What follows belongs to an exercise in optimizing a design on an open flow for small area, a short achievable clock period and few clock cycles; a production flow would make more cautious choices.
In this exercise RTL edits were held to simulation tests only and were not proved equivalent to the original.
Power figures rest on the tool's default switching activity, not on a simulated workload.

## design/flow/flow/run.sh

```bash
#!/bin/bash
# The standard layout (standard.sh), with the input and output port
# buffers chosen as sky130_fd_sc_hd__buf_4 instead of the resizer's default.
# The full make output goes to standard.log; ORFS keeps its per-step logs
# under orfs/logs.
set -euo pipefail
export BUFFER_PORTS_ARGS="-buffer_cell sky130_fd_sc_hd__buf_4"
bash standard.sh > standard.log 2>&1
```

## design/flow/standard.sh

```bash
#!/bin/bash
# synth_recipe.tcl (not shown) runs the flow's synth.tcl, then flattens the netlist and writes it again
# the make line also repeats each setting of config.mk as NAME=value (left out here)
make -C /OpenROAD-flow-scripts/flow DESIGN_CONFIG=/design/flow/config.mk WORK_HOME=/design/flow/orfs CLKGATE_MAP_FILE= SYNTH_SCRIPT=/design/flow/synth_recipe.tcl "${@:-finish}"
```

## design/flow/config.mk

```make
export PLATFORM = sky130hd
export DESIGN_NAME = sbse
export DESIGN_NICKNAME = sbse
export VERILOG_FILES = /design/flow/design.v
export SDC_FILE = /design/flow/constraint.sdc
export NUM_CORES = 4
export LEC_CHECK = 0
export CAP_MARGIN = 20
export CORE_MARGIN = 2
export CORE_UTILIZATION = 40
export PLACE_DENSITY = 0.6
export SLEW_MARGIN = 20
```

## design/flow/constraint.sdc

```tcl
create_clock -name core_clock -period 12.0 [get_ports {clk}]
set_input_delay 2.4000 -clock core_clock [delete_from_list [all_inputs] [get_ports {clk}]]
set_output_delay 2.4000 -clock core_clock [all_outputs]
set_load 0.01 [all_outputs]
```

## design/flow/design.v

```verilog
module sbse (
    input  wire        clk,
    input  wire        rst,
    input  wire        go,
    input  wire [19:0] start,
    input  wire [19:0] stop,
    output wire        ready,
    output wire        done,
    output reg         err,
    output reg  [19:0] count,
    output reg  [39:0] sum
);
    localparam STOP_MAX = 20'hFFFF9;     
    localparam NPRIME   = 8'd170;        
    localparam ND       = 15;       
    localparam S_IDLE   = 4'd0,
               S_CHECK  = 4'd1,
               S_CHECK2 = 4'd2,
               S_SETUP  = 4'd3,
               S_RANGE  = 4'd4,
               S_RANGE2 = 4'd5,
               S_RANGE3 = 4'd6,
               S_SEG    = 4'd7,
               S_SIEVE  = 4'd8,
               S_READ   = 4'd9,
               S_FLUSH  = 4'd10,
               S_FIN0   = 4'd11,
               S_MUL    = 4'd12,
               S_LAST   = 4'd13,
               S_RANGE4 = 4'd14,
               S_LAST2  = 4'd15;
    reg [3:0]  state;
    reg        done_q, ready_q;
    reg        l2;
    assign done  = done_q;
    assign ready = ready_q;
    reg [19:0] r_start, r_stop;    
    reg [1:0]  rs, re;             
    reg [9:0]  root;               
    reg [12:0] srem;
    reg [4:0]  step;
    reg [1:0]  n23;                
    reg [2:0]  s23;                
    reg        bad;
    reg [18:0] j0;                 
    reg [19:0] rlen;               
    reg [8:0]  seg_len;            
    reg        seg_last;
    reg [4:0]  nw;                 
    reg [3:0]  ridx;
    reg        rd_on;              
    reg [8:0]  rd_len;
    reg [4:0]  rd_nw;
    reg [255:0] sb;                
    integer k, s;
    reg [7:0] rom_a;
    reg [9:0] rom_q;
    always @(*) begin
        case (rom_a)
            8'd0: rom_q = 10'd5;
            8'd1: rom_q = 10'd7;
            8'd2: rom_q = 10'd11;
            8'd3: rom_q = 10'd13;
            8'd4: rom_q = 10'd17;
            8'd5: rom_q = 10'd19;
            8'd6: rom_q = 10'd23;
            8'd7: rom_q = 10'd29;
            8'd8: rom_q = 10'd31;
            8'd9: rom_q = 10'd37;
            8'd10: rom_q = 10'd41;
            8'd11: rom_q = 10'd43;
            8'd12: rom_q = 10'd47;
            8'd13: rom_q = 10'd53;
            8'd14: rom_q = 10'd59;
            8'd15: rom_q = 10'd61;
            8'd16: rom_q = 10'd67;
            8'd17: rom_q = 10'd71;
            8'd18: rom_q = 10'd73;
            8'd19: rom_q = 10'd79;
            8'd20: rom_q = 10'd83;
            8'd21: rom_q = 10'd89;
            8'd22: rom_q = 10'd97;
            8'd23: rom_q = 10'd101;
            8'd24: rom_q = 10'd103;
            8'd25: rom_q = 10'd107;
            8'd26: rom_q = 10'd109;
            8'd27: rom_q = 10'd113;
            8'd28: rom_q = 10'd127;
            8'd29: rom_q = 10'd131;
            8'd30: rom_q = 10'd137;
            8'd31: rom_q = 10'd139;
            8'd32: rom_q = 10'd149;
            8'd33: rom_q = 10'd151;
            8'd34: rom_q = 10'd157;
            8'd35: rom_q = 10'd163;
            8'd36: rom_q = 10'd167;
            8'd37: rom_q = 10'd173;
            8'd38: rom_q = 10'd179;
            8'd39: rom_q = 10'd181;
            8'd40: rom_q = 10'd191;
            8'd41: rom_q = 10'd193;
            8'd42: rom_q = 10'd197;
            8'd43: rom_q = 10'd199;
            8'd44: rom_q = 10'd211;
            8'd45: rom_q = 10'd223;
            8'd46: rom_q = 10'd227;
            8'd47: rom_q = 10'd229;
            8'd48: rom_q = 10'd233;
            8'd49: rom_q = 10'd239;
            8'd50: rom_q = 10'd241;
            8'd51: rom_q = 10'd251;
            8'd52: rom_q = 10'd257;
            8'd53: rom_q = 10'd263;
            8'd54: rom_q = 10'd269;
            8'd55: rom_q = 10'd271;
            8'd56: rom_q = 10'd277;
            8'd57: rom_q = 10'd281;
            8'd58: rom_q = 10'd283;
            8'd59: rom_q = 10'd293;
            8'd60: rom_q = 10'd307;
            8'd61: rom_q = 10'd311;
            8'd62: rom_q = 10'd313;
            8'd63: rom_q = 10'd317;
            8'd64: rom_q = 10'd331;
            8'd65: rom_q = 10'd337;
            8'd66: rom_q = 10'd347;
            8'd67: rom_q = 10'd349;
            8'd68: rom_q = 10'd353;
            8'd69: rom_q = 10'd359;
            8'd70: rom_q = 10'd367;
            8'd71: rom_q = 10'd373;
            8'd72: rom_q = 10'd379;
            8'd73: rom_q = 10'd383;
            8'd74: rom_q = 10'd389;
            8'd75: rom_q = 10'd397;
            8'd76: rom_q = 10'd401;
            8'd77: rom_q = 10'd409;
            8'd78: rom_q = 10'd419;
            8'd79: rom_q = 10'd421;
            8'd80: rom_q = 10'd431;
            8'd81: rom_q = 10'd433;
            8'd82: rom_q = 10'd439;
            8'd83: rom_q = 10'd443;
            8'd84: rom_q = 10'd449;
            8'd85: rom_q = 10'd457;
            8'd86: rom_q = 10'd461;
            8'd87: rom_q = 10'd463;
            8'd88: rom_q = 10'd467;
            8'd89: rom_q = 10'd479;
            8'd90: rom_q = 10'd487;
            8'd91: rom_q = 10'd491;
            8'd92: rom_q = 10'd499;
            8'd93: rom_q = 10'd503;
            8'd94: rom_q = 10'd509;
            8'd95: rom_q = 10'd521;
            8'd96: rom_q = 10'd523;
            8'd97: rom_q = 10'd541;
            8'd98: rom_q = 10'd547;
            8'd99: rom_q = 10'd557;
            8'd100: rom_q = 10'd563;
            8'd101: rom_q = 10'd569;
            8'd102: rom_q = 10'd571;
            8'd103: rom_q = 10'd577;
            8'd104: rom_q = 10'd587;
            8'd105: rom_q = 10'd593;
            8'd106: rom_q = 10'd599;
            8'd107: rom_q = 10'd601;
            8'd108: rom_q = 10'd607;
            8'd109: rom_q = 10'd613;
            8'd110: rom_q = 10'd617;
            8'd111: rom_q = 10'd619;
            8'd112: rom_q = 10'd631;
            8'd113: rom_q = 10'd641;
            8'd114: rom_q = 10'd643;
            8'd115: rom_q = 10'd647;
            8'd116: rom_q = 10'd653;
            8'd117: rom_q = 10'd659;
            8'd118: rom_q = 10'd661;
            8'd119: rom_q = 10'd673;
            8'd120: rom_q = 10'd677;
            8'd121: rom_q = 10'd683;
            8'd122: rom_q = 10'd691;
            8'd123: rom_q = 10'd701;
            8'd124: rom_q = 10'd709;
            8'd125: rom_q = 10'd719;
            8'd126: rom_q = 10'd727;
            8'd127: rom_q = 10'd733;
            8'd128: rom_q = 10'd739;
            8'd129: rom_q = 10'd743;
            8'd130: rom_q = 10'd751;
            8'd131: rom_q = 10'd757;
            8'd132: rom_q = 10'd761;
            8'd133: rom_q = 10'd769;
            8'd134: rom_q = 10'd773;
            8'd135: rom_q = 10'd787;
            8'd136: rom_q = 10'd797;
            8'd137: rom_q = 10'd809;
            8'd138: rom_q = 10'd811;
            8'd139: rom_q = 10'd821;
            8'd140: rom_q = 10'd823;
            8'd141: rom_q = 10'd827;
            8'd142: rom_q = 10'd829;
            8'd143: rom_q = 10'd839;
            8'd144: rom_q = 10'd853;
            8'd145: rom_q = 10'd857;
            8'd146: rom_q = 10'd859;
            8'd147: rom_q = 10'd863;
            8'd148: rom_q = 10'd877;
            8'd149: rom_q = 10'd881;
            8'd150: rom_q = 10'd883;
            8'd151: rom_q = 10'd887;
            8'd152: rom_q = 10'd907;
            8'd153: rom_q = 10'd911;
            8'd154: rom_q = 10'd919;
            8'd155: rom_q = 10'd929;
            8'd156: rom_q = 10'd937;
            8'd157: rom_q = 10'd941;
            8'd158: rom_q = 10'd947;
            8'd159: rom_q = 10'd953;
            8'd160: rom_q = 10'd967;
            8'd161: rom_q = 10'd971;
            8'd162: rom_q = 10'd977;
            8'd163: rom_q = 10'd983;
            8'd164: rom_q = 10'd991;
            8'd165: rom_q = 10'd997;
            8'd166: rom_q = 10'd1009;
            8'd167: rom_q = 10'd1013;
            8'd168: rom_q = 10'd1019;
            8'd169: rom_q = 10'd1021;
        default: rom_q = 10'd1023;
        endcase
    end
    function [3:0] div3_step;      
        input [1:0] r;
        input [1:0] d;
        reg [3:0] v;
        begin
            v = {r, d};
            if (v >= 4'd9)      div3_step = {2'd3, v[1:0] - 2'd1};
            else if (v >= 4'd6) div3_step = {2'd2, v[1:0] - 2'd2};
            else if (v >= 4'd3) div3_step = {2'd1, v[1:0] - 2'd3};
            else                div3_step = {2'd0, v[1:0]};
        end
    endfunction
    function [8:0] div3_10;        
        input [9:0] p;
        reg [3:0] d;
        reg [1:0] r;
        reg [9:0] q;
        integer i;
        begin
            r = 2'd0;
            for (i = 4; i >= 0; i = i - 1) begin
                d = div3_step(r, p[2*i +: 2]);
                q[2*i +: 2] = d[3:2];
                r = d[1:0];
            end
            div3_10 = q[8:0];
        end
    endfunction
    wire [3:0]  ds_s  = div3_step(rs, r_start[19:18]);
    wire [3:0]  ds_e  = div3_step(re, r_stop[19:18]);
    wire [12:0] sq_r  = {srem[10:0], r_stop[19:18]};
    wire [12:0] sq_t  = {1'b0, root, 2'b01};
    wire [12:0] sq_d  = sq_r - sq_t;
    reg        issuing;
    reg [7:0]  pi, pi1;
    reg        pend;               
    reg        gapr;
    reg [13:0] bx;
    reg [11:0] bt;
    wire cut     = dp0 > root;
    wire dp0_big = (dp0[9:4] != 6'd0);
    wire gap_now = dv[0] ? (dp0_big && ({dp0, 2'b00} < {3'd0, seg_len})) : gapr;
    wire iss_ok  = issuing && !gap_now && !cut && !pend;
    always @(*) rom_a = pi;
    reg [ND:0] dv;
    reg [9:0]  dp0, dp1, dp2, dp3, dp4, dp5, dp6, dp7, dp8, dp9, dp10, dp11, dp12, dp13, dp14, dp15;
    wire [1:0] dr0 = j0[18:17];
    reg [3:0]  dr2;
    reg [4:0]  dr3;
    reg [5:0]  dr4;
    reg [6:0]  dr5;
    reg [7:0]  dr6;
    reg [8:0]  dr7;
    reg [9:0]  dr8;
    reg [9:0]  dr9;
    reg [9:0]  dr10;
    reg [9:0]  dr11;
    reg [9:0]  dr12;
    reg [9:0]  dr13;
    reg [9:0]  dr14;
    reg [9:0]  dr15;
    reg [9:0]  dr16;
    wire [9:0] dpA = dp13, dpL = dp15;
    wire [9:0] drL = dr16;
    reg [8:0]  da15, da16;         
    reg [10:0] db16;               
    wire [2:0] dv1 = {dr0, j0[16]};
    wire [3:0] dd1 = {1'b0, dv1} - {1'b0, dp0[2:0]};
    wire       ds1 = (dp0[9:3] == 7'd0) && !dd1[3];
    wire [2:0] dr1 = ds1 ? dd1[2:0] : dv1;
    wire [3:0] dv2 = {dr1, j0[15]};
    wire [4:0] dd2 = {1'b0, dv2} - {1'b0, dp0[3:0]};
    wire       ds2 = (dp0[9:4] == 6'd0) && !dd2[4];
    wire [4:0] dv3 = {dr2, j0[14]};
    wire [5:0] dd3 = {1'b0, dv3} - {1'b0, dp1[4:0]};
    wire       ds3 = (dp1[9:5] == 5'd0) && !dd3[5];
    wire [5:0] dv4 = {dr3, j0[13]};
    wire [6:0] dd4 = {1'b0, dv4} - {1'b0, dp2[5:0]};
    wire       ds4 = (dp2[9:6] == 4'd0) && !dd4[6];
    wire [6:0] dv5 = {dr4, j0[12]};
    wire [7:0] dd5 = {1'b0, dv5} - {1'b0, dp3[6:0]};
    wire       ds5 = (dp3[9:7] == 3'd0) && !dd5[7];
    wire [7:0] dv6 = {dr5, j0[11]};
    wire [8:0] dd6 = {1'b0, dv6} - {1'b0, dp4[7:0]};
    wire       ds6 = (dp4[9:8] == 2'd0) && !dd6[8];
    wire [8:0] dv7 = {dr6, j0[10]};
    wire [9:0] dd7 = {1'b0, dv7} - {1'b0, dp5[8:0]};
    wire       ds7 = (dp5[9:9] == 1'd0) && !dd7[9];
    wire [9:0] dv8 = {dr7, j0[9]};
    wire [10:0] dd8 = {1'b0, dv8} - {1'b0, dp6[9:0]};
    wire       ds8 = !dd8[10];
    wire [10:0] dv9 = {dr8, j0[8]};
    wire [11:0] dd9 = {1'b0, dv9} - {2'b00, dp7};
    wire [10:0] dv10 = {dr9, j0[7]};
    wire [11:0] dd10 = {1'b0, dv10} - {2'b00, dp8};
    wire [10:0] dv11 = {dr10, j0[6]};
    wire [11:0] dd11 = {1'b0, dv11} - {2'b00, dp9};
    wire [10:0] dv12 = {dr11, j0[5]};
    wire [11:0] dd12 = {1'b0, dv12} - {2'b00, dp10};
    wire [10:0] dv13 = {dr12, j0[4]};
    wire [11:0] dd13 = {1'b0, dv13} - {2'b00, dp11};
    wire [10:0] dv14 = {dr13, j0[3]};
    wire [11:0] dd14 = {1'b0, dv14} - {2'b00, dp12};
    wire [10:0] dv15 = {dr14, j0[2]};
    wire [11:0] dd15 = {1'b0, dv15} - {2'b00, dp13};
    wire [10:0] dv16 = {dr15, j0[1]};
    wire [11:0] dd16 = {1'b0, dv16} - {2'b00, dp14};
    reg        f1v, f1skip;
    reg [11:0] f1A, f1B;
    reg [10:0] f1t;
    wire [10:0] fR    = {drL, j0[0]};                
    wire        skipA = (j0[18:9] == 10'd0) && (j0[8:0] <= da16);
    reg        f2v;
    reg [12:0] f2A, f2B, f2A2, f2B2;
    reg [11:0] f2t2;
    wire [12:0] f1At  = {f1A[11], f1A} + {2'b0, f1t};
    wire [12:0] f1Bt  = {f1B[11], f1B} + {2'b0, f1t};
    wire [12:0] f1At2 = {f1A[11], f1A} + {1'b0, f1t, 1'b0};
    wire [12:0] f1Bt2 = {f1B[11], f1B} + {1'b0, f1t, 1'b0};
    wire        f1cA  = f1A[11] || f1skip;
    reg [12:0] mA, mB, mA2, mB2;
    reg [11:0] mt2;
    reg [13:0] mlm;                
    reg [13:0] f2lm;
    reg         inA, inB, inA2, inB2;      
    wire [12:0] mA_x  = f2v ? f2A  : (mA  + {1'b0, mt2});
    wire [12:0] mB_x  = f2v ? f2B  : (mB  + {1'b0, mt2});
    wire [12:0] mA2_x = f2v ? f2A2 : (mA2 + {1'b0, mt2});
    wire [12:0] mB2_x = f2v ? f2B2 : (mB2 + {1'b0, mt2});
    wire        mlm_ok = !mlm[13];
    wire        inA_x  = (state != S_SEG) && (f2v ? (f2A  < {4'd0, seg_len}) : (inA && mlm_ok && (mA  < mlm[12:0])));
    wire        inB_x  = (state != S_SEG) && (f2v ? (f2B  < {4'd0, seg_len}) : (inB && mlm_ok && (mB  < mlm[12:0])));
    wire        inA2_x = (state != S_SEG) && (f2v ? (f2A2 < {4'd0, seg_len}) : (inA && mlm_ok && (mA2 < mlm[12:0])));
    wire        inB2_x = (state != S_SEG) && (f2v ? (f2B2 < {4'd0, seg_len}) : (inB && mlm_ok && (mB2 < mlm[12:0])));
    reg [15:0] rowA, colA, rowB, colB, rowA2, colA2, rowB2, colB2;
    always @(*) begin
        for (k = 0; k < 16; k = k + 1) begin
            rowA[k]  = inA  && (mA[7:4]  == k);
            colA[k]  = (mA[3:0]  == k);
            rowB[k]  = inB  && (mB[7:4]  == k);
            colB[k]  = (mB[3:0]  == k);
            rowA2[k] = inA2 && (mA2[7:4] == k);
            colA2[k] = (mA2[3:0] == k);
            rowB2[k] = inB2 && (mB2[7:4] == k);
            colB2[k] = (mB2[3:0] == k);
        end
    end
    wire pipe_empty = !issuing && (dv == {(ND+1){1'b0}}) && !f1v && !f2v && !inA && !inB;
    reg        rv1, rv2, rv3, rv4, rv5;
    reg [4:0]  r2c;
    reg [7:0]  r2ci;
    reg [3:0]  r2par;
    reg [6:0]  rc3;
    reg        mbit, in_mul;
    reg [15:0] rm;
    reg [3:0]  q_ev, q_od, q_b1, q_b2, q_b3;
    reg [4:0]  rc;
    reg [9:0]  re_w;
    reg [22:0] k48;                
    reg [39:0] rx;                 
    reg        sc1, sc2;           
    reg        ccy;                
    wire [15:0] rword = sb[{ridx, 4'd0} +: 16];
    reg  [15:0] rmask;
    always @(*) begin
        for (k = 0; k < 16; k = k + 1)
            rmask[k] = rd_len[8] || (ridx < rd_len[7:4]) ||
                       (ridx == rd_len[7:4] && k < rd_len[3:0]);
    end
    function [3:0] pc8;
        input [7:0] x;
        begin
            pc8 = {3'd0, x[0]} + {3'd0, x[1]} + {3'd0, x[2]} + {3'd0, x[3]}
                + {3'd0, x[4]} + {3'd0, x[5]} + {3'd0, x[6]} + {3'd0, x[7]};
        end
    endfunction
    wire [4:0] c_w   = {1'b0, q_ev} + {1'b0, q_od};
    wire [7:0] ci_w  = {4'd0, q_od} + {3'd0, q_b1, 1'b0} + {2'd0, q_b2, 2'b0} + {1'd0, q_b3, 3'b0};
    wire [9:0] e_w   = {1'b0, r2ci, 1'b0} + {2'b0, r2ci} + {5'd0, r2c} + {6'd0, r2par};
    wire [14:0] sum_p0  = {1'b0, sum[13:0]} + {1'b0, rx[13:0]};
    wire [14:0] sum_p1  = {1'b0, sum[26:14], 1'b1} + {1'b0, rx[26:14], sc1};
    wire [13:0] sum_p2  = {sum[39:27], 1'b1} + {rx[39:27], sc2};
    reg         lastf;
    wire [4:0]  cnt_op  = lastf ? {3'd0, n23} : (rv4 ? rc : 5'd0);
    wire [6:0]  cnt_lo  = {1'b0, count[5:0]} + {2'b00, cnt_op[4:0]};
    wire [18:0] last_w = j0 + {10'd0, rd_nw - 5'd1, 4'd0};
    reg [3:0]  ph5, ph7;
    reg [4:0]  ph11, ph13;
    reg [15:0] pat;                
    reg        pat_en, first_seg;   
    reg [3:0]  exm;                
    reg [3:0]  cap;                
    always @(*) begin
        for (k = 0; k < 16; k = k + 1)
            pat[k] = !(pat_en && ridx == 4'd0 && k < 4 && exm[k%4]) && (
                     (cap[0] && ((ph5  == (1  + 10 * 2 - k) % 10) || (ph5  == (8  + 10 * 2 - k) % 10))) ||
                     (cap[1] && ((ph7  == (2  + 14 * 2 - k) % 14) || (ph7  == (11 + 14 * 2 - k) % 14))) ||
                     (cap[2] && ((ph11 == (3  + 22 - k) % 22)     || (ph11 == (18 + 22 - k) % 22))) ||
                     (cap[3] && ((ph13 == (4  + 26 - k) % 26)     || (ph13 == (21 + 26 - k) % 26))));
    end
    wire [3:0] ph5_n  = (ph5  >= 4'd4)  ? ph5  - 4'd4  : ph5  + 4'd6;     
    wire [3:0] ph7_n  = (ph7  >= 4'd12) ? ph7  - 4'd12 : ph7  + 4'd2;     
    wire [4:0] ph11_n = (ph11 >= 5'd6)  ? ph11 - 5'd6  : ph11 + 5'd16;    
    wire [4:0] ph13_n = (ph13 >= 5'd10) ? ph13 - 5'd10 : ph13 + 5'd16;    
    reg [3:0]  ph5_x, ph7_x;
    reg [4:0]  ph11_x, ph13_x;
    always @(*) begin
        ph5_x  = ph5;
        ph7_x  = ph7;
        ph11_x = ph11;
        ph13_x = ph13;
        if (dv[ND] && dpL == 10'd5)
            ph5_x = fR[3:0];
        else if (rd_on)
            ph5_x = ph5_n;
        if (dv[ND] && dpL == 10'd7)
            ph7_x = fR[3:0];
        else if (rd_on)
            ph7_x = ph7_n;
        if (dv[ND] && dpL == 10'd11)
            ph11_x = fR[4:0];
        else if (rd_on)
            ph11_x = ph11_n;
        if (dv[ND] && dpL == 10'd13)
            ph13_x = fR[4:0];
        else if (rd_on)
            ph13_x = ph13_n;
    end
    wire set_all = (state == S_CHECK2);
    reg [15:0] set_w;
    always @(*) begin
        for (k = 0; k < 16; k = k + 1)
            set_w[k] = set_all || (rd_on && ridx == k);
    end
    always @(posedge clk) begin
        for (s = 0; s < 256; s = s + 1)
            sb[s] <= (!set_w[s/16] & sb[s]) |
                     (rowA[s/16] & colA[s%16]) | (rowB[s/16] & colB[s%16]) |
                     (rowA2[s/16] & colA2[s%16]) | (rowB2[s/16] & colB2[s%16]);
        if (dv[0]) begin
            gapr <= dp0_big && ({dp0, 3'b000} < {4'd0, seg_len});
            bx   <= {1'b0, dp0, 3'b000} + {2'b00, dp0, 2'b00};
            bt   <= {dp0, 2'b00};
        end else begin
            gapr <= gapr && (bx < {5'd0, seg_len});
            bx   <= bx + {2'b00, bt};
        end
        if (state == S_SEG)
            gapr <= 1'b0;
        dp0 <= rom_q;
        dr2 <= ds2 ? dd2[3:0] : dv2;
        dp1 <= dp0;
        dr3 <= ds3 ? dd3[4:0] : dv3;
        dp2 <= dp1;
        dr4 <= ds4 ? dd4[5:0] : dv4;
        dp3 <= dp2;
        dr5 <= ds5 ? dd5[6:0] : dv5;
        dp4 <= dp3;
        dr6 <= ds6 ? dd6[7:0] : dv6;
        dp5 <= dp4;
        dr7 <= ds7 ? dd7[8:0] : dv7;
        dp6 <= dp5;
        dr8 <= ds8 ? dd8[9:0] : dv8;
        dp7 <= dp6;
        dr9 <= dd9[11] ? dv9[9:0] : dd9[9:0];
        dp8 <= dp7;
        dr10 <= dd10[11] ? dv10[9:0] : dd10[9:0];
        dp9 <= dp8;
        dr11 <= dd11[11] ? dv11[9:0] : dd11[9:0];
        dp10 <= dp9;
        dr12 <= dd12[11] ? dv12[9:0] : dd12[9:0];
        dp11 <= dp10;
        dr13 <= dd13[11] ? dv13[9:0] : dd13[9:0];
        dp12 <= dp11;
        dr14 <= dd14[11] ? dv14[9:0] : dd14[9:0];
        dp13 <= dp12;
        dr15 <= dd15[11] ? dv15[9:0] : dd15[9:0];
        dp14 <= dp13;
        dr16 <= dd16[11] ? dv16[9:0] : dd16[9:0];
        dp15 <= dp14;
        da15 <= div3_10(dpA);
        da16 <= da15;
        db16 <= {da15, 2'b00} + {2'b00, da15} + 11'd1 + {9'd0, da15[0], 1'b0};
        if (state == S_RANGE3)
            cap <= 4'd0;
        else if (dv[ND])
            cap <= cap | {dpL == 10'd13, dpL == 10'd11, dpL == 10'd7, dpL == 10'd5};
        ph5  <= ph5_x;
        ph7  <= ph7_x;
        ph11 <= ph11_x;
        ph13 <= ph13_x;
        f1A    <= {3'd0, da16} - {1'b0, fR};
        f1B    <= {1'b0, db16} - {1'b0, fR};
        f1t    <= {dpL, 1'b0};
        f1skip <= skipA;
        f2A    <= f1cA    ? f1At  : {1'b0, f1A};
        f2A2   <= f1cA    ? f1At2 : f1At;
        f2B    <= f1B[11] ? f1Bt  : {1'b0, f1B};
        f2B2   <= f1B[11] ? f1Bt2 : f1Bt;
        f2t2   <= {f1t, 1'b0};
        f2lm   <= {5'd0, seg_len} - {2'b00, f1t, 1'b0};
        if (f2v) begin
            mt2 <= f2t2;
            mlm <= f2lm;
        end
        if (f2v || inA) begin
            mA  <= mA_x;
            mA2 <= mA2_x;
        end
        if (f2v || inB) begin
            mB  <= mB_x;
            mB2 <= mB2_x;
        end
        rm   <= ~(rword | pat) & rmask;
        q_ev <= pc8({rm[14], rm[12], rm[10], rm[8], rm[6], rm[4], rm[2], rm[0]});
        q_od <= pc8({rm[15], rm[13], rm[11], rm[9], rm[7], rm[5], rm[3], rm[1]});
        q_b1 <= pc8({rm[15:14], rm[11:10], rm[7:6], rm[3:2]});
        q_b2 <= pc8({rm[15:12], rm[7:4]});
        q_b3 <= pc8(rm[15:8]);
        r2c   <= c_w;
        r2ci  <= ci_w;
        r2par <= j0[0] ? q_ev : q_od;
        rc    <= r2c;
        rc3   <= {2'b00, r2c} + {1'b0, r2c, 1'b0};
        re_w  <= e_w;
    end
    always @(posedge clk) begin
        if (rst) begin
            state   <= S_IDLE;
            done_q  <= 1'b0;
            ready_q <= 1'b1;
            issuing <= 1'b0;
            dv      <= {(ND+1){1'b0}};
            f1v     <= 1'b0;
            f2v     <= 1'b0;
            rd_on   <= 1'b0;
            in_mul  <= 1'b0;
            rv1     <= 1'b0;
            rv2     <= 1'b0;
            rv3     <= 1'b0;
            rv4     <= 1'b0;
            rv5     <= 1'b0;
            inA     <= 1'b0;
            inB     <= 1'b0;
            inA2    <= 1'b0;
            inB2    <= 1'b0;
        end else begin
            dv  <= {dv[ND-1:0], iss_ok};
            f1v <= dv[ND] && (dpL[9:4] != 6'd0);
            f2v <= f1v;
            inA  <= inA_x;
            inB  <= inB_x;
            inA2 <= inA2_x;
            inB2 <= inB2_x;
            if (issuing && !gap_now && (cut || pend))
                issuing <= 1'b0;
            if (rd_on && {1'b0, ridx} == rd_nw - 5'd1)
                rd_on <= 1'b0;
            rv1 <= rd_on;
            rv2 <= rv1;
            rv3 <= rv2;
            rv4 <= rv3;
            rv5 <= rv4;
            case (state)
            S_IDLE: begin
                if (go) begin
                    state   <= S_CHECK;
                    done_q  <= 1'b0;
                    ready_q <= 1'b0;
                end
            end
            S_CHECK:  state <= S_CHECK2;
            S_CHECK2: begin
                if (bad) begin
                    state   <= S_IDLE;
                    done_q  <= 1'b1;
                    ready_q <= 1'b1;
                end else
                    state <= S_SETUP;
            end
            S_SETUP:  if (step == 5'd9) state <= S_RANGE;
            S_RANGE:  state <= S_RANGE2;
            S_RANGE2: state <= S_RANGE4;
            S_RANGE4: state <= S_RANGE3;
            S_RANGE3: begin
                if (rlen[19] || rlen == 20'd0) begin
                    state   <= S_IDLE;
                    done_q  <= 1'b1;
                    ready_q <= 1'b1;
                end else
                    state <= S_SEG;
            end
            S_SEG: begin
                issuing <= 1'b1;
                state   <= S_SIEVE;
            end
            S_SIEVE: begin
                if (pipe_empty) begin
                    rd_on <= 1'b1;
                    state <= seg_last ? S_READ : S_SEG;
                end
            end
            S_READ:  if (!rd_on) state <= S_FLUSH;
            S_FLUSH: if (!rv1 && !rv2 && !rv3 && !rv4 && !rv5) state <= S_FIN0;
            S_FIN0: begin
                in_mul <= 1'b1;
                state  <= S_MUL;
            end
            S_MUL: begin
                if (step == 5'd17) begin
                    in_mul <= 1'b0;
                    state  <= S_LAST;
                end
            end
            S_LAST: begin
                l2    <= 1'b0;
                state <= S_LAST2;
            end
            S_LAST2: begin               
                l2 <= 1'b1;
                if (l2) begin
                    state   <= S_IDLE;
                    done_q  <= 1'b1;
                    ready_q <= 1'b1;
                end
            end
            default: state <= S_IDLE;
            endcase
        end
    end
    always @(posedge clk) begin
        if (iss_ok) begin
            pi   <= pi1;
            pi1  <= pi1 + 8'd1;
            pend <= (pi1 == NPRIME);
        end
        if (rd_on)
            ridx <= ridx + 4'd1;
        lastf <= (state == S_MUL) && (step == 5'd17);
        if (state != S_IDLE) begin
            count[5:0]   <= cnt_lo[5:0];
            ccy          <= cnt_lo[6];
            count[16:6]  <= count[16:6] + {10'd0, ccy};
        end
        if (rv4)
            k48 <= k48 + {12'd0, rc3, 4'd0};
        if (in_mul)
            rx <= mbit ? {r_stop, r_start} : 40'd0;
        else if (rv4)
            rx <= {{16{1'b0}}, 14'd0, re_w} - {17'd0, k48};
        else
            rx <= 40'd0;
        if (state != S_IDLE) begin
            sum <= {sum_p2[13:1], sum_p1[13:1], sum_p0[13:0]};
            sc1 <= sum_p0[14];
            sc2 <= sum_p1[14];
        end
        case (state)
        S_IDLE: begin
            if (go) begin
                r_start <= start;
                r_stop  <= stop;
            end
        end
        S_CHECK: begin
            rs   <= 2'd0;
            re   <= 2'd0;
            root <= 10'd0;
            srem <= 13'd0;
            step <= 5'd0;
            count <= 20'd0;
            ccy  <= 1'b0;
            k48  <= 23'd0;
            bad  <= (r_start == 20'd0) || (r_start > r_stop) || (r_stop > STOP_MAX);
            n23  <= ((r_start <= 20'd2 && r_stop >= 20'd2) ? 2'd1 : 2'd0)
                  + ((r_start <= 20'd3 && r_stop >= 20'd3) ? 2'd1 : 2'd0);
            s23  <= ((r_start <= 20'd2 && r_stop >= 20'd2) ? 3'd2 : 3'd0)
                  + ((r_start <= 20'd3 && r_stop >= 20'd3) ? 3'd3 : 3'd0);
        end
        S_CHECK2: begin
            err <= bad;
            sum <= bad ? 40'd0 : {37'd0, s23};
            sc1 <= 1'b0;
            sc2 <= 1'b0;
            ccy <= 1'b0;
            count <= 20'd0;
        end
        S_SETUP: begin
            rs <= ds_s[1:0];
            re <= ds_e[1:0];
            if (!sq_d[12]) begin
                srem <= sq_d;
                root <= {root[8:0], 1'b1};
            end else begin
                srem <= sq_r;
                root <= {root[8:0], 1'b0};
            end
            r_start <= {r_start[17:0], ds_s[3:2]};
            r_stop  <= {r_stop[17:0], ds_e[3:2]};
            step    <= step + 5'd1;
        end
        S_RANGE: begin
            j0  <= (rs == 2'd2 && !r_start[0]) ? r_start[18:0] + 19'd1 : r_start[18:0];
            rlen <= {1'b0, ({1'b0, re} < 3'd1 + {2'b00, r_stop[0]}) ? r_stop[18:0] : r_stop[18:0] + 19'd1};
        end
        S_RANGE2: begin
            if (j0 == 19'd0)
                j0 <= 19'd1;
        end
        S_RANGE4: rlen <= rlen - {1'b0, j0};
        S_RANGE3: begin
            if (rlen[19] || rlen == 20'd0)
                count <= {18'd0, n23};
            ccy <= 1'b0;
            pi   <= 8'd0;
            pi1  <= 8'd1;
            pend <= 1'b0;
            first_seg <= 1'b1;
            for (k = 0; k < 4; k = k + 1)
                exm[k] <= (j0 <= 4 - k);
        end
        S_SEG: begin
            seg_len  <= (rlen[19:8] != 12'd0) ? 9'd256 : rlen[8:0];
            seg_last <= (rlen[19:8] == 12'd0) || (rlen == 20'd256);
            nw       <= (rlen[19:8] != 12'd0) ? 5'd16 : ({1'b0, rlen[7:4]} + {4'd0, |rlen[3:0]});
        end
        S_SIEVE: begin
            if (pipe_empty) begin
                pat_en    <= first_seg;
                first_seg <= 1'b0;
                ridx   <= 4'd0;
                rd_len <= seg_len;
                rd_nw  <= nw;
                if (!seg_last) begin
                    j0    <= j0 + 19'd256;
                    rlen  <= rlen - 20'd256;
                    pi    <= 8'd4;       
                    pi1   <= 8'd5;
                    pend  <= 1'b0;
                end
            end
        end
        S_FLUSH: {r_stop, r_start} <= {21'd0, last_w};
        S_FIN0: begin
            {r_stop, r_start} <= {19'd0, {2'b00, r_start[18:0]} + {1'b0, r_start[18:0], 1'b0}};
            step <= 5'd1;
            mbit <= count[0];
        end
        S_MUL: begin
            {r_stop, r_start} <= {r_stop[18:0], r_start, 1'b0};
            step <= step + 5'd1;
            mbit <= count[step];
        end
        default: ;
        endcase
    end
endmodule
```

==> results of run 1 <==
## cells in the final DEF (no fill, tap or decap), types with 122 or more instances in the layout
master,instances
a22oi_1,410
inv_1,561
o21ai_0,321
clkbuf_16,146
xor2_1,122
a21oi_1,360
dfxtp_1,887
a21o_1,155
xnor2_1,281
nand2_1,645
ha_1,637
buf_4,218
nand3_1,321
edfxtp_1,290
nor2_1,520
## flip-flops by register name, indices dropped and copies added (netlist names), 16 cells and up
signal	cells
sb	256
r_start	20
count	17
r_stop	20
j0	19
dv	16
k48	19
sum	40
rm	16
rlen	20
rx	40
## path summary, 6_finish.rpt
kind,startpoint,to,cells past startpoint
hold reg to reg,f1A[0],f2A2[0],0
setup / recovery,sum[39],sum[39],1
setup reg to reg,j0[0],rlen[18],12
hold / removal,f1A[0],f2A2[0],0
## cells by family (layout without fill, tap and decap cells)
kind of cell	Yosys count	in the layout	synth area share, %
AOI/OAI and AO/OA	1915	1915	18.50
xor gates and xnor gates	403	403	5.084
adders and majority gates	711	711	13.61
buffers and inverters	918	1042	5.017
DFF	1182	1182	38.26
muxes	241	241	5.205
other	1	5	0.005401
and+or+nand+nor	2131	2131	14.31
## cell type report
| class | instances | share of cell area, % |
|---|---|---|
| tap | 2310 | 3.713 |
| clock inverter | 47 | 0.6752 |
| multi-input combinational | 5404 | 51.21 |
| sequential | 1182 | 34.15 |
| inverter | 566 | 2.730 |
| clock buffer | 209 | 5.376 |
| timing repair buffer | 220 | 2.143 |
| antenna | 2 | 0.006430 |
## routing by layer
layer	track usage (%)	share of wire (%)
met1	31.04	41
met2	40.03	46
met3	4.627	7.7
met4	11.15	4.7
met5	0	0
## through the flow
step / std cells / setup WS (ns) / total power [µW] / util, %
detailed placement: 9679 / 8.178 / 10830 / 42.41
global placement: 9676 / 8.194 / 10680 / 42.36
global route: 9938 / 7.953 / 16110 / 45.22
finish: 9940 / 8.179 / 15150 / 45.22
floorplan: 7504 / 6.948 / 9392 / -
CTS: 9935 / 8.101 / 15240 / 45.15
## power groups by stage
| stage | Clock [µW] | Sequential, µW | Combinational (µW) |
|---|---|---|---|
| after floorplan | 0 | 5330 | 4060 |
| after global placement | 0 | 5580 | 5100 |
| after detailed placement | 0 | 5600 | 5230 |
| after CTS | 4440 | 5520 | 5290 |
| after global routing | 4600 | 5600 | 5910 |
| final | 4360 | 5520 | 5270 |
==> results.json, run 1 <==
{
  "status": "timing/DRC/antenna clean",
  "async_reset_ff_share_pct": 0,
  "viasPerCell": 5.838,
  "io_pins": 106,
  "path_cells": "buf_4",
  "postRouteAntennaNets": 0,
  "maxSlewHeadroom_pct": 16.13,
  "seq_area_um2": 26580,
  "nFillCells": 16380,
  "ir_worst_vdd_mv": 0.1339,
  "slowest_delay_ns": 0.45,
  "cts-hold-fix-buffers": 0,
  "clock_latency_ns": 0.79,
  "multiInputGateArea_um2": 39860,
  "pwr-share-seq_pct": 36.4,
  "synth_ff_type": "dfxtp_1",
  "ys_seq_area_share_pct": 38.26,
  "finalMaxSlewViolations": 0,
  "p_sw_share_pct": 34.92,
  "cts_buffer_depth": 3,
  "first_global_vias": 57140,
  "fp.dieArea_um2": 176900,
  "fin_nets": 8268,
  "arrival_ns": 1.42,
  "fin_crit_ns": 3.821,
  "hpwl_um": 159500,
  "ys_ff_latch": 1182,
  "place.port_buffers": 102,
  "grt_pass1_wl_um": 336400,
  "synth.most_common_cell": "dfxtp_1",
  "drc": 0,
  "grtUsageTotal_pct": 24.42,
  "drtIter0Drc": 5785,
  "switchingPower_uw": 5290,
  "cp.required_ns": 9.60,
  "die_h_um": 420.6,
  "critPathKind": "register to output pin",
  "cts_setup_buffers": 0,
  "cts_tree": "built",
  "fin_area_um2": 77830,
  "fin_skew_ns": 0.04083,
  "synth.largest_area_cell": "dfxtp_1",
  "setup-violations-final": 0,
  "drt_wl_total_um": 220700,
  "worstMarginPinSlew_ns": 1.251,
  "finalWeightedCongestion": 0.9809,
  "areaGrowthSynthToFinish_pct": 12.11,
  "synth_area_um2": 69430,
  "critPathBufInv": 1,
  "root_buffer": "clkbuf_16",
  "final_hold_viol_count": 0,
  "cts_sinks": 1182,
  "htreeDepth": 4,
  "combPwrFrac_pct": 34.8,
  "core-area_um2": 172100,
  "numCtsBuffers": 140,
  "dpl_cell_area_um2": 73000,
  "synth_edf_count": 290,
  "avgSynthCellArea_um2": 9.254,
  "synth_common_cells": "dfxtp_1, nand2_1, ha_1, inv_1, nor2_1",
  "die_x_um": 420.6,
  "wl_per_cell_um": 22.20,
  "ys.warnings.count": 1,
  "setup_tns_ns": 0,
  "antenna_found_initial": 6,
  "start_util_pct": 40.34,
  "ys_top_cells_by_area": "dfxtp_1, edfxtp_1, ha_1, a22oi_1, xnor2_1",
  "min_period_over_period_pct": 31.84,
  "grt_max_degree": 74,
  "whs_ns": 0.3395,
  "cp_top_family": "flip-flops",
  "ys_types": 102,
  "drive_gt1_share_pct": 10.33,
  "vias": 58030,
  "ctsResizeCount": 0,
  "dr.pass1.iters": 9,
  "maxCapViolations": 0,
  "row_count": 152,
  "rrSetupSlack_ns": 8.19,
  "max_freq_mhz": 261.7,
  "clk_pin_slew_ns": 0.06,
  "startpoint_type": "register",
  "cp_max_fo": 2,
  "clkPwrFrac_pct": 28.8,
  "grt-ovfl-total": 0,
  "synth_top_area_share_pct": 25.72,
  "rsz0062_at_grt": "no",
  "slowest_stage": "edfxtp_1",
  "endpoint_kind": "output pin",
  "leakage_uw": 0.03168,
  "p_per_area_nw_per_um2": 194.6,
  "synthCells": 7502,
  "p_int_uw": 9858,
  "hold_class": "register to register"
}
Testbench counts, summed over its fixed seeds: cycles 41,994.
==> inputs of run 2 (changes only) <==
==> design/flow/run.sh (new file) <==
#!/bin/bash
# synth_recipe.tcl (not shown) runs the flow's synth.tcl, then flattens the netlist and writes it again
# the make line also repeats each setting of config.mk as NAME=value (left out here)
make -C /OpenROAD-flow-scripts/flow DESIGN_CONFIG=/design/flow/config.mk WORK_HOME=/design/flow/orfs CLKGATE_MAP_FILE= SYNTH_SCRIPT=/design/flow/synth_recipe.tcl finish
removed: design/flow/flow/run.sh
removed: design/flow/standard.sh
==> run 2 against run 1 <==
Global-route usage shrank 0.13 points. Critical endpoint is now count[0]. Largest cell class unchanged. Highest routed layer is now met5. Still clean on timing, DRC and antenna. Critical path type unchanged. Via count up 0.35%. Cell count fell by 0.13%.
==> results.json, run 2 <==
{
  "status": "timing/DRC/antenna clean",
  "ys_types": 102,
  "hpwl_um": 157200,
  "startpoint_type": "register",
  "maxCapViolations": 0,
  "p_sw_share_pct": 35.23,
  "fin_util_pct": 45.29,
  "setup_tns_ns": 0,
  "synth.most_common_cell": "dfxtp_1",
  "finalMaxSlewViolations": 0,
  "die_x_um": 420.6,
  "async_reset_ff_share_pct": 0,
  "rsz0062_at_grt": "no",
  "p_int_uw": 9782,
  "synth_top_area_share_pct": 25.72,
  "cp_top_family": "buffers and inverters",
  "totalPowerFinal_uw": 15100,
  "viasPerCell": 5.866,
  "areaGrowthSynthToFinish_pct": 12.28,
  "hold_start": "f1B[0]",
  "fin_skew_ns": 0.04773,
  "first_global_vias": 57170,
  "min_period_over_period_pct": 35.35,
  "final_cell_mix": "dfxtp_1, nand2_1, ha_1, inv_1, nor2_1",
  "cts_setup_buffers": 0,
  "top_register": "sb",
  "cts-hold-fix-buffers": 0,
  "dr.pass1.iters": 10,
  "largest_register_ff_count": 256,
  "final_hold_viol_count": 0,
  "drc": 0,
  "grt_max_degree": 73,
  "cts_tree": "built",
  "die_h_um": 420.6,
  "avgSynthCellArea_um2": 9.254,
  "r2r-end": "rd_len[7]",
  "ir_worst_vdd_mv": 0.1162,
  "place.port_buffers": 102,
  "hold_class": "register to register",
  "synth.largest_area_cell": "dfxtp_1",
  "ys_top_cells_by_area": "dfxtp_1, edfxtp_1, ha_1, a22oi_1, xnor2_1",
  "synth_edf_count": 290,
  "leakage_uw": 0.03148,
  "wl_per_cell_um": 22.06,
  "cp-startpoint": "count[0]",
  "grtUsageTotal_pct": 24.29,
  "ys_ff_latch": 1182,
  "cts_sinks": 1182,
  "drt_wl_total_um": 219000,
  "grt-ovfl-total": 0,
  "cp_max_fo": 5,
  "postRouteAntennaNets": 0,
  "reg2reg_from": "state[3]",
  "finalWeightedCongestion": 0.9991,
  "synth_ff_type": "dfxtp_1",
  "clock_latency_ns": 0.79,
  "row_count": 152,
  "setup-violations-final": 0,
  "maxSlewHeadroom_pct": 12.57,
  "fin_crit_ns": 4.242,
  "holdPathEnd": "f2B2[0]",
  "arrival_ns": 1.84,
  "start_util_pct": 40.34,
  "grt_pass1_wl_um": 334900,
  "clkPwrFrac_pct": 28.4,
  "vias": 58230,
  "reg.largest.list": "sb (256), rx (40), sum (40)",
  "synth_area_um2": 69430,
  "r2r_cells": 5,
  "ys_seq_area_share_pct": 38.26,
  "rrSetupSlack_ns": 7.86,
  "slowest_delay_ns": 0.59,
  "final_common_cell": "dfxtp_1",
  "core-area_um2": 172100,
  "cts_buffer_depth": 3,
  "slowest_stage": "clkdlybuf4s50_1",
  "htreeDepth": 4,
  "endpoint_kind": "output pin",
  "drive_gt1_share_pct": 8.875,
  "ys.warnings.count": 1,
  "synth_common_cells": "dfxtp_1, nand2_1, ha_1, inv_1, nor2_1",
  "combPwrFrac_pct": 34.8,
  "worstMarginPinSlew_ns": 1.310,
  "fp.dieArea_um2": 176900,
  "ctsResizeCount": 0,
  "max_freq_mhz": 235.8,
  "holdPathStages": 0,
  "switchingPower_uw": 5319,
  "numCtsBuffers": 137,
  "antenna_cells": 0,
  "p_per_area_nw_per_um2": 193.7,
  "synthCells": 7502,
  "pwr-share-seq_pct": 36.8,
  "critPathBufInv": 1,
  "path_cells": "clkdlybuf4s50_1",
  "io_pins": 106,
  "cp.required_ns": 9.60,
  "antenna_found_initial": 2,
  "drtIter0Drc": 6412,
  "root_buffer": "clkbuf_16",
  "clk_pin_slew_ns": 0.06,
  "critPathKind": "register to output pin",
  "fin_nets": 8261
}
## run 2: cell count changes in the layout (fill, tap and decap cells not counted), moves of 5 or more
cell             delta
nor2_2             -10
nor2_4              +9
clkinv_2           +12
nor3_1              +5
clkbuf_1            -8
buf_4             -106
clkdlybuf4s50_1   +101
clkbuf_8           -10
## run 2: routing by layer
layer	vias to the layer above	track usage, %	part of all wire [%]
met5	-	0	0.014
met4	4	12.00	5.3
met3	667	4.480	8.0
met2	2669	39.29	46
met1	27830	31.05	41
li1	27060	-	-
## run 2: through the flow
step           instances  worst slack [ns]  area [µm²]  hold WS, ns
3_5_place_dp        9675             7.718       73200       0.3175
4_1_cts             9924             7.706       77830       0.3239
6_report            9927             7.758       77950       0.3304
5_1_grt             9927             7.588       77950       0.3402
2_1_floorplan       7504             6.948       69430       0.3096
3_3_place_gp        9674             7.679       73150       0.3172
## run 2: worst max path at each step
| stage | end | cells after the start |
|---|---|---|
| floorplan | r_start[0] | 3 |
| global placement | state[0] | 7 |
| detailed placement | state[0] | 7 |
| CTS | count[0] | 1 |
| global route | rd_len[7] | 5 |
| finish | count[0] | 1 |
## run 2: cell families after synthesis
| kind of cell | share of synthesized area (%) |
|---|---|
| AND/OR/NAND/NOR | 14.31 |
| AO/OA/AOI/OAI | 18.50 |
| multiplexers | 5.205 |
| adder cells (fa/ha/maj) | 13.61 |
| flip-flops | 38.26 |
| buffers and inverters | 5.017 |
| other | 0.005401 |
| XOR/XNOR | 5.084 |
## run 2: power by group through the flow
stage / clock network (µW) / registers, µW / logic (µW)
after floorplan: 0 / 5330 / 4060
after global placement: 0 / 5620 / 5090
after detailed placement: 0 / 5630 / 5230
after CTS: 4360 / 5560 / 5280
after global routing: 4530 / 5640 / 5920
final: 4280 / 5560 / 5260
## run 2: layout make-up
class / count / area, µm²
Clock buffer: 187 / 3934
Clock inverter: 62 / 696.9
Fill cell: 16300 / 94160
Inverter: 566 / 2125
Multi-Input combinational cell: 5404 / 39860
Sequential cell: 1182 / 26580
Tap cell: 2310 / 2890
Timing Repair Buffer: 216 / 1873
==> inputs of run 3 (changes only) <==
--- a/design/flow/design.v
+++ b/design/flow/design.v
@@ -15,19 +15,19 @@
     localparam ND       = 15;       
-    localparam S_IDLE   = 4'd0,
-               S_CHECK  = 4'd1,
-               S_CHECK2 = 4'd2,
-               S_SETUP  = 4'd3,
-               S_RANGE  = 4'd4,
-               S_RANGE2 = 4'd5,
-               S_RANGE3 = 4'd6,
-               S_SEG    = 4'd7,
-               S_SIEVE  = 4'd8,
-               S_READ   = 4'd9,
-               S_FLUSH  = 4'd10,
-               S_FIN0   = 4'd11,
-               S_MUL    = 4'd12,
-               S_LAST   = 4'd13,
-               S_RANGE4 = 4'd14,
-               S_LAST2  = 4'd15;
-    reg [3:0]  state;
+    localparam S_IDLE   = 0,
+               S_CHECK  = 1,
+               S_CHECK2 = 2,
+               S_SETUP  = 3,
+               S_RANGE  = 4,
+               S_RANGE2 = 5,
+               S_RANGE3 = 6,
+               S_SEG    = 7,
+               S_SIEVE  = 8,
+               S_READ   = 9,
+               S_FLUSH  = 10,
+               S_FIN0   = 11,
+               S_MUL    = 12,
+               S_LAST   = 13,
+               S_RANGE4 = 14,
+               S_LAST2  = 15;
+    reg [15:0] state;              
     reg        done_q, ready_q;
@@ -362,6 +362,6 @@
     wire        mlm_ok = !mlm[13];
-    wire        inA_x  = (state != S_SEG) && (f2v ? (f2A  < {4'd0, seg_len}) : (inA && mlm_ok && (mA  < mlm[12:0])));
-    wire        inB_x  = (state != S_SEG) && (f2v ? (f2B  < {4'd0, seg_len}) : (inB && mlm_ok && (mB  < mlm[12:0])));
-    wire        inA2_x = (state != S_SEG) && (f2v ? (f2A2 < {4'd0, seg_len}) : (inA && mlm_ok && (mA2 < mlm[12:0])));
-    wire        inB2_x = (state != S_SEG) && (f2v ? (f2B2 < {4'd0, seg_len}) : (inB && mlm_ok && (mB2 < mlm[12:0])));
+    wire        inA_x  = (!state[S_SEG]) && (f2v ? (f2A  < {4'd0, seg_len}) : (inA && mlm_ok && (mA  < mlm[12:0])));
+    wire        inB_x  = (!state[S_SEG]) && (f2v ? (f2B  < {4'd0, seg_len}) : (inB && mlm_ok && (mB  < mlm[12:0])));
+    wire        inA2_x = (!state[S_SEG]) && (f2v ? (f2A2 < {4'd0, seg_len}) : (inA && mlm_ok && (mA2 < mlm[12:0])));
+    wire        inB2_x = (!state[S_SEG]) && (f2v ? (f2B2 < {4'd0, seg_len}) : (inB && mlm_ok && (mB2 < mlm[12:0])));
     reg [15:0] rowA, colA, rowB, colB, rowA2, colA2, rowB2, colB2;
@@ -460,3 +460,3 @@
     end
-    wire set_all = (state == S_CHECK2);
+    wire set_all = (state[S_CHECK2]);
     reg [15:0] set_w;
@@ -479,3 +479,3 @@
         end
-        if (state == S_SEG)
+        if (state[S_SEG])
             gapr <= 1'b0;
@@ -515,3 +515,3 @@
         db16 <= {da15, 2'b00} + {2'b00, da15} + 11'd1 + {9'd0, da15[0], 1'b0};
-        if (state == S_RANGE3)
+        if (state[S_RANGE3])
             cap <= 4'd0;
@@ -560,3 +560,3 @@
         if (rst) begin
-            state   <= S_IDLE;
+            state   <= 16'd1 << S_IDLE;
             done_q  <= 1'b0;
@@ -595,6 +595,6 @@
             rv5 <= rv4;
-            case (state)
-            S_IDLE: begin
+            case (1'b1)
+            state[S_IDLE]: begin
                 if (go) begin
-                    state   <= S_CHECK;
+                    state   <= 16'd1 << S_CHECK;
                     done_q  <= 1'b0;
@@ -603,6 +603,6 @@
             end
-            S_CHECK:  state <= S_CHECK2;
-            S_CHECK2: begin
+            state[S_CHECK]:  state <= 16'd1 << S_CHECK2;
+            state[S_CHECK2]: begin
                 if (bad) begin
-                    state   <= S_IDLE;
+                    state   <= 16'd1 << S_IDLE;
                     done_q  <= 1'b1;
@@ -610,11 +610,11 @@
                 end else
-                    state <= S_SETUP;
+                    state <= 16'd1 << S_SETUP;
             end
-            S_SETUP:  if (step == 5'd9) state <= S_RANGE;
-            S_RANGE:  state <= S_RANGE2;
-            S_RANGE2: state <= S_RANGE4;
-            S_RANGE4: state <= S_RANGE3;
-            S_RANGE3: begin
+            state[S_SETUP]:  if (step == 5'd9) state <= 16'd1 << S_RANGE;
+            state[S_RANGE]:  state <= 16'd1 << S_RANGE2;
+            state[S_RANGE2]: state <= 16'd1 << S_RANGE4;
+            state[S_RANGE4]: state <= 16'd1 << S_RANGE3;
+            state[S_RANGE3]: begin
                 if (rlen[19] || rlen == 20'd0) begin
-                    state   <= S_IDLE;
+                    state   <= 16'd1 << S_IDLE;
                     done_q  <= 1'b1;
@@ -622,34 +622,34 @@
                 end else
-                    state <= S_SEG;
+                    state <= 16'd1 << S_SEG;
             end
-            S_SEG: begin
+            state[S_SEG]: begin
                 issuing <= 1'b1;
-                state   <= S_SIEVE;
+                state   <= 16'd1 << S_SIEVE;
             end
-            S_SIEVE: begin
+            state[S_SIEVE]: begin
                 if (pipe_empty) begin
                     rd_on <= 1'b1;
-                    state <= seg_last ? S_READ : S_SEG;
+                    state <= seg_last ? (16'd1 << S_READ) : (16'd1 << S_SEG);
                 end
             end
-            S_READ:  if (!rd_on) state <= S_FLUSH;
-            S_FLUSH: if (!rv1 && !rv2 && !rv3 && !rv4 && !rv5) state <= S_FIN0;
-            S_FIN0: begin
+            state[S_READ]:  if (!rd_on) state <= 16'd1 << S_FLUSH;
+            state[S_FLUSH]: if (!rv1 && !rv2 && !rv3 && !rv4 && !rv5) state <= 16'd1 << S_FIN0;
+            state[S_FIN0]: begin
                 in_mul <= 1'b1;
-                state  <= S_MUL;
+                state  <= 16'd1 << S_MUL;
             end
-            S_MUL: begin
+            state[S_MUL]: begin
                 if (step == 5'd17) begin
                     in_mul <= 1'b0;
-                    state  <= S_LAST;
+                    state  <= 16'd1 << S_LAST;
                 end
             end
-            S_LAST: begin
+            state[S_LAST]: begin
                 l2    <= 1'b0;
-                state <= S_LAST2;
+                state <= 16'd1 << S_LAST2;
             end
-            S_LAST2: begin               
+            state[S_LAST2]: begin               
                 l2 <= 1'b1;
                 if (l2) begin
-                    state   <= S_IDLE;
+                    state   <= 16'd1 << S_IDLE;
                     done_q  <= 1'b1;
@@ -658,3 +658,3 @@
             end
-            default: state <= S_IDLE;
+            default: state <= 16'd1 << S_IDLE;
             endcase
@@ -670,4 +670,4 @@
             ridx <= ridx + 4'd1;
-        lastf <= (state == S_MUL) && (step == 5'd17);
-        if (state != S_IDLE) begin
+        lastf <= (state[S_MUL]) && (step == 5'd17);
+        if (!state[S_IDLE]) begin
             count[5:0]   <= cnt_lo[5:0];
@@ -684,3 +684,3 @@
             rx <= 40'd0;
-        if (state != S_IDLE) begin
+        if (!state[S_IDLE]) begin
             sum <= {sum_p2[13:1], sum_p1[13:1], sum_p0[13:0]};
@@ -689,4 +689,4 @@
         end
-        case (state)
-        S_IDLE: begin
+        case (1'b1)
+        state[S_IDLE]: begin
             if (go) begin
@@ -696,3 +696,3 @@
         end
-        S_CHECK: begin
+        state[S_CHECK]: begin
             rs   <= 2'd0;
@@ -711,3 +711,3 @@
         end
-        S_CHECK2: begin
+        state[S_CHECK2]: begin
             err <= bad;
@@ -719,3 +719,3 @@
         end
-        S_SETUP: begin
+        state[S_SETUP]: begin
             rs <= ds_s[1:0];
@@ -733,3 +733,3 @@
         end
-        S_RANGE: begin
+        state[S_RANGE]: begin
             j0  <= (rs == 2'd2 && !r_start[0]) ? r_start[18:0] + 19'd1 : r_start[18:0];
@@ -737,3 +737,3 @@
         end
-        S_RANGE2: begin
+        state[S_RANGE2]: begin
             if (j0 == 19'd0)
@@ -741,4 +741,4 @@
         end
-        S_RANGE4: rlen <= rlen - {1'b0, j0};
-        S_RANGE3: begin
+        state[S_RANGE4]: rlen <= rlen - {1'b0, j0};
+        state[S_RANGE3]: begin
             if (rlen[19] || rlen == 20'd0)
@@ -753,3 +753,3 @@
         end
-        S_SEG: begin
+        state[S_SEG]: begin
             seg_len  <= (rlen[19:8] != 12'd0) ? 9'd256 : rlen[8:0];
@@ -758,3 +758,3 @@
         end
-        S_SIEVE: begin
+        state[S_SIEVE]: begin
             if (pipe_empty) begin
@@ -774,4 +774,4 @@
         end
-        S_FLUSH: {r_stop, r_start} <= {21'd0, last_w};
-        S_FIN0: begin
+        state[S_FLUSH]: {r_stop, r_start} <= {21'd0, last_w};
+        state[S_FIN0]: begin
             {r_stop, r_start} <= {19'd0, {2'b00, r_start[18:0]} + {1'b0, r_start[18:0], 1'b0}};
@@ -780,3 +780,3 @@
         end
-        S_MUL: begin
+        state[S_MUL]: begin
             {r_stop, r_start} <= {r_stop[18:0], r_start, 1'b0};
==> design/flow/flow/run.sh (new file) <==
#!/bin/bash
# The standard layout (standard.sh), with the input and output port
# buffers chosen as sky130_fd_sc_hd__buf_4 instead of the resizer's default.
# The full make output goes to standard.log; ORFS keeps its per-step logs
# under orfs/logs.
set -euo pipefail
export BUFFER_PORTS_ARGS="-buffer_cell sky130_fd_sc_hd__buf_4"
bash standard.sh > standard.log 2>&1
==> design/flow/standard.sh (new file) <==
#!/bin/bash
# synth_recipe.tcl (not shown) runs the flow's synth.tcl, then flattens the netlist and writes it again
# the make line also repeats each setting of config.mk as NAME=value (left out here)
make -C /OpenROAD-flow-scripts/flow DESIGN_CONFIG=/design/flow/config.mk WORK_HOME=/design/flow/orfs CLKGATE_MAP_FILE= SYNTH_SCRIPT=/design/flow/synth_recipe.tcl "${@:-finish}"
removed: design/flow/run.sh
==> run 3 against run 2 <==
Critical path type is now register to register. Wire length increased by 0.42%. Critical path depth increased by 12. Critical endpoint is now rlen[18]. First-iteration DRC count up 0.41%. Highest routed layer unchanged. Largest cell class unchanged.
==> results.json, run 3 <==
{
  "status": "timing/DRC/antenna clean",
  "fin_nets": 7887,
  "synth_top_family_by_area": "compound AO/OA/AOI/OAI gates",
  "drc": 0,
  "leakage_uw": 0.03100,
  "row_count": 151,
  "finalMaxSlewViolations": 0,
  "grt_max_degree": 106,
  "setup-violations-final": 0,
  "maxCapViolations": 0,
  "synth_top_area_share_pct": 27.57,
  "min_period_over_period_pct": 34.33,
  "place.port_buffers": 102,
  "synth_ff_type": "dfxtp_1",
  "async_reset_ff_share_pct": 0,
  "first_global_vias": 55980,
  "synth_edf_count": 250,
  "vias": 56690,
  "hpwl_um": 154800,
  "cts_tree": "built",
  "final_common_cell": "dfxtp_1",
  "synthCells": 7156,
  "antenna_found_initial": 5,
  "p_per_area_nw_per_um2": 164.9,
  "root_buffer": "clkbuf_16",
  "synth.largest_area_cell": "dfxtp_1",
  "drt_wl_total_um": 219900,
  "cts_buffer_depth": 3,
  "htreeDepth": 4,
  "r2r-end": "rlen[18]",
  "top_register": "sb",
  "rsz0062_at_grt": "no",
  "start_util_pct": 40.35,
  "dr.pass1.iters": 9,
  "cts-hold-fix-buffers": 0,
  "ys_ff_latch": 1194,
  "hold_class": "register to register",
  "top_usage_layer": "met2",
  "reg2reg_from": "j0[0]",
  "ys_seq_area_share_pct": 38.52,
  "maxSlewHeadroom_pct": 11.62,
  "avgSynthCellArea_um2": 9.578,
  "drive_gt1_share_pct": 10.26,
  "max_freq_mhz": 242.8,
  "cp_max_fo": 16,
  "postRouteAntennaNets": 0,
  "arrival_ns": 4.63,
  "largest_register_ff_count": 256,
  "ys.warnings.count": 1,
  "grtUsageTotal_pct": 24.47,
  "synth.most_common_cell": "dfxtp_1",
  "drtIter0Drc": 6438,
  "grt_pass1_wl_um": 332500,
  "ys_top_cells_by_area": "dfxtp_1, ha_1, edfxtp_1, xnor2_1, o221ai_1",
  "io_pins": 106,
  "synth_common_cells": "dfxtp_1, ha_1, nor2_1, inv_1, nand2_1",
  "met1_usage_pct": 30.58,
  "fin_skew_ns": 0.02710,
  "multiInputGateArea_um2": 39100,
  "cp-startpoint": "j0[0]",
  "wl_per_cell_um": 23.24,
  "ys_types": 92,
  "nFillCells": 16090,
  "ctsResizeCount": 0,
  "use_met2_pct": 39.69,
  "clock_latency_ns": 0.78,
  "synth-simple-area-share_pct": 11.97,
  "dpl_cell_area_um2": 71730,
  "clk_pin_slew_ns": 0.06,
  "endpoint": "rlen[18]",
  "fin_crit_ns": 4.119,
  "seq_area_um2": 26420,
  "fp.dieArea_um2": 174700,
  "final_cell_mix": "dfxtp_1, ha_1, nor2_1, inv_1, nand2_1",
  "viasPerCell": 5.991,
  "cts_sinks": 1194,
  "grt-ovfl-total": 0,
  "worstMarginPinSlew_ns": 1.324,
  "die_h_um": 418.0,
  "cts_setup_buffers": 0,
  "setup_tns_ns": 0,
  "synth_compound_area_share_pct": 19.85,
  "synth_xor_area_share_pct": 5.557,
  "reg.largest.list": "sb (256), rx (40), sum (40)",
  "startpoint_type": "register",
  "endpoint_kind": "register",
  "numCtsBuffers": 138,
  "synth_area_um2": 68540,
  "met3_usage_pct": 5.603,
  "fin_area_um2": 76380,
  "r2r_cells": 13,
  "critPathKind": "register to register",
  "ir_worst_vdd_mv": 0.1270,
  "areaGrowthSynthToFinish_pct": 11.43,
  "rrSetupSlack_ns": 7.88,
  "yosys-mux-area-fraction_pct": 5.445,
  "core-area_um2": 169800,
  "totalPowerFinal_uw": 12590,
  "die_x_um": 418.0,
  "synth_adder_area_share_pct": 13.80,
  "cp.required_ns": 12.51,
  "final_hold_viol_count": 0,
  "finalWeightedCongestion": 1.005
}
run 3: cell types whose count changed in the layout (fill, tap and decap cells not counted), sizes merged, moves of 52 or more:
cell and delta:
a221oi +60, a222oi +146, a22oi -369, buf +83, clkdlybuf4s50 -101, dfxtp +52
nand2 -157, nand3 -216, o221ai +236, o22ai -99
run 3: kinds of logic (layout without fill, tap and decap cells):
group | Yosys count | in the layout
AND/OR/NAND/NOR | 1749 | 1749
AO/OA/AOI/OAI | 1939 | 1939
flip-flops | 1194 | 1194
other | 2 | 6
multiplexers | 249 | 249
buffers and inverters | 877 | 962
XOR/XNOR | 434 | 434
adder cells (fa/ha/maj) | 712 | 712
run 3: worst max-delay path, cell delays in order (launching register included):
cell	delay, ns
edfxtp_1	0.89
ha_1	0.30
inv_1	0.06
fa_1	0.39
a21o_1	0.17
a21oi_1	0.22
o21ai_1	0.19
a221oi_2	0.39
o21ai_0	0.17
a2111o_1	0.46
a41oi_1	0.25
xnor2_1	0.09
a211oi_1	0.22
a21oi_1	0.06
run 3: worst min-delay path by stage:
stage                     startpoint      end  slack [ns]  depth (start not counted)
after floorplan               f1A[0]  f2A2[0]        0.31                          0
after global placement        f1A[0]  f2A2[0]        0.31                          0
after detailed placement      f1A[0]  f2A2[0]        0.31                          0
after CTS                     dp9[1]  dp10[1]        0.32                          0
after global routing          f1B[0]  f2B2[0]        0.33                          0
final                         f1B[0]  f2B2[0]        0.32                          0
run 3: layer usage:
layer | part of all wire (%) | vias up
met2 | 46 | 2393
met5 | 0.057 | -
met4 | 5.2 | 7
met1 | 41 | 27320
met3 | 8.1 | 701
li1 | - | 26260
run 3: where the power goes:
part,switching (µW),internal (µW),total [µW],leakage [µW]
clock network,1800,2490,4290,0.00225
logic,1680,1610,3280,0.0187
registers,412,4610,5020,0.0101
total,3890,8700,12600,0.0310
run 3: area by class of cell:
| cell class | instances | area share, % |
|---|---|---|
| Multi-Input combinational cell | 5088 | 51.19 |
| Sequential cell | 1194 | 34.60 |
| Clock buffer | 193 | 5.198 |
| Tap cell | 2218 | 3.634 |
| Inverter | 513 | 2.521 |
| Timing Repair Buffer | 197 | 2.031 |
| Clock inverter | 59 | 0.8240 |
| Antenna cell | 1 | 0.003276 |
run 3: per-stage QoR:
step	hold WS (ns)	worst slack, ns	instances	utilization (%)
after floorplan	0.3096	8.267	7159	-
after global placement	0.3129	7.854	9202	42.15
after detailed placement	0.3121	7.862	9209	42.23
after CTS	0.3200	7.859	9461	44.94
after global routing	0.3310	7.573	9462	44.97
final	0.3175	7.881	9463	44.97
Testbench counts of run 3, summed over its fixed seeds: cycles 41,994.

## what the ideal ports hide
How much do the figures lean on ideal ports? The routed layouts below were timed once more, with nothing changed but the port constraints. Step 1: set_driving_cell puts a clkbuf_16 on clk and a buf_2 on each other input, an assumption about the parent block. Step 2 times the ports against the registers' clock, not the clock port: input delays grow and output delays shrink by t, the midpoint of the rising clock arrivals with the driver on. Slacks: ideal ports / drivers / drivers and shift; pairs: ideal ports / drivers.
run	t (ns)	slack for setup (ns)	worst setup path at the end	clock arrival spread, ns	worst slew at a driven data input, ns
run 1	0.861	8.179 / 8.088 / 8.060	input to register	0.041 / 0.041	0.12
run 2	0.863	7.758 / 7.671 / 7.723	input to register	0.059 / 0.059	0.07
run 3	0.859	7.881 / 7.881 / 7.881	register to register	0.031 / 0.031	0.10
After both steps every run listed still meets setup and hold. The setup slack of run 1, which loses most, moves by -0.091 ns with the drivers and by -0.119 ns with both steps.
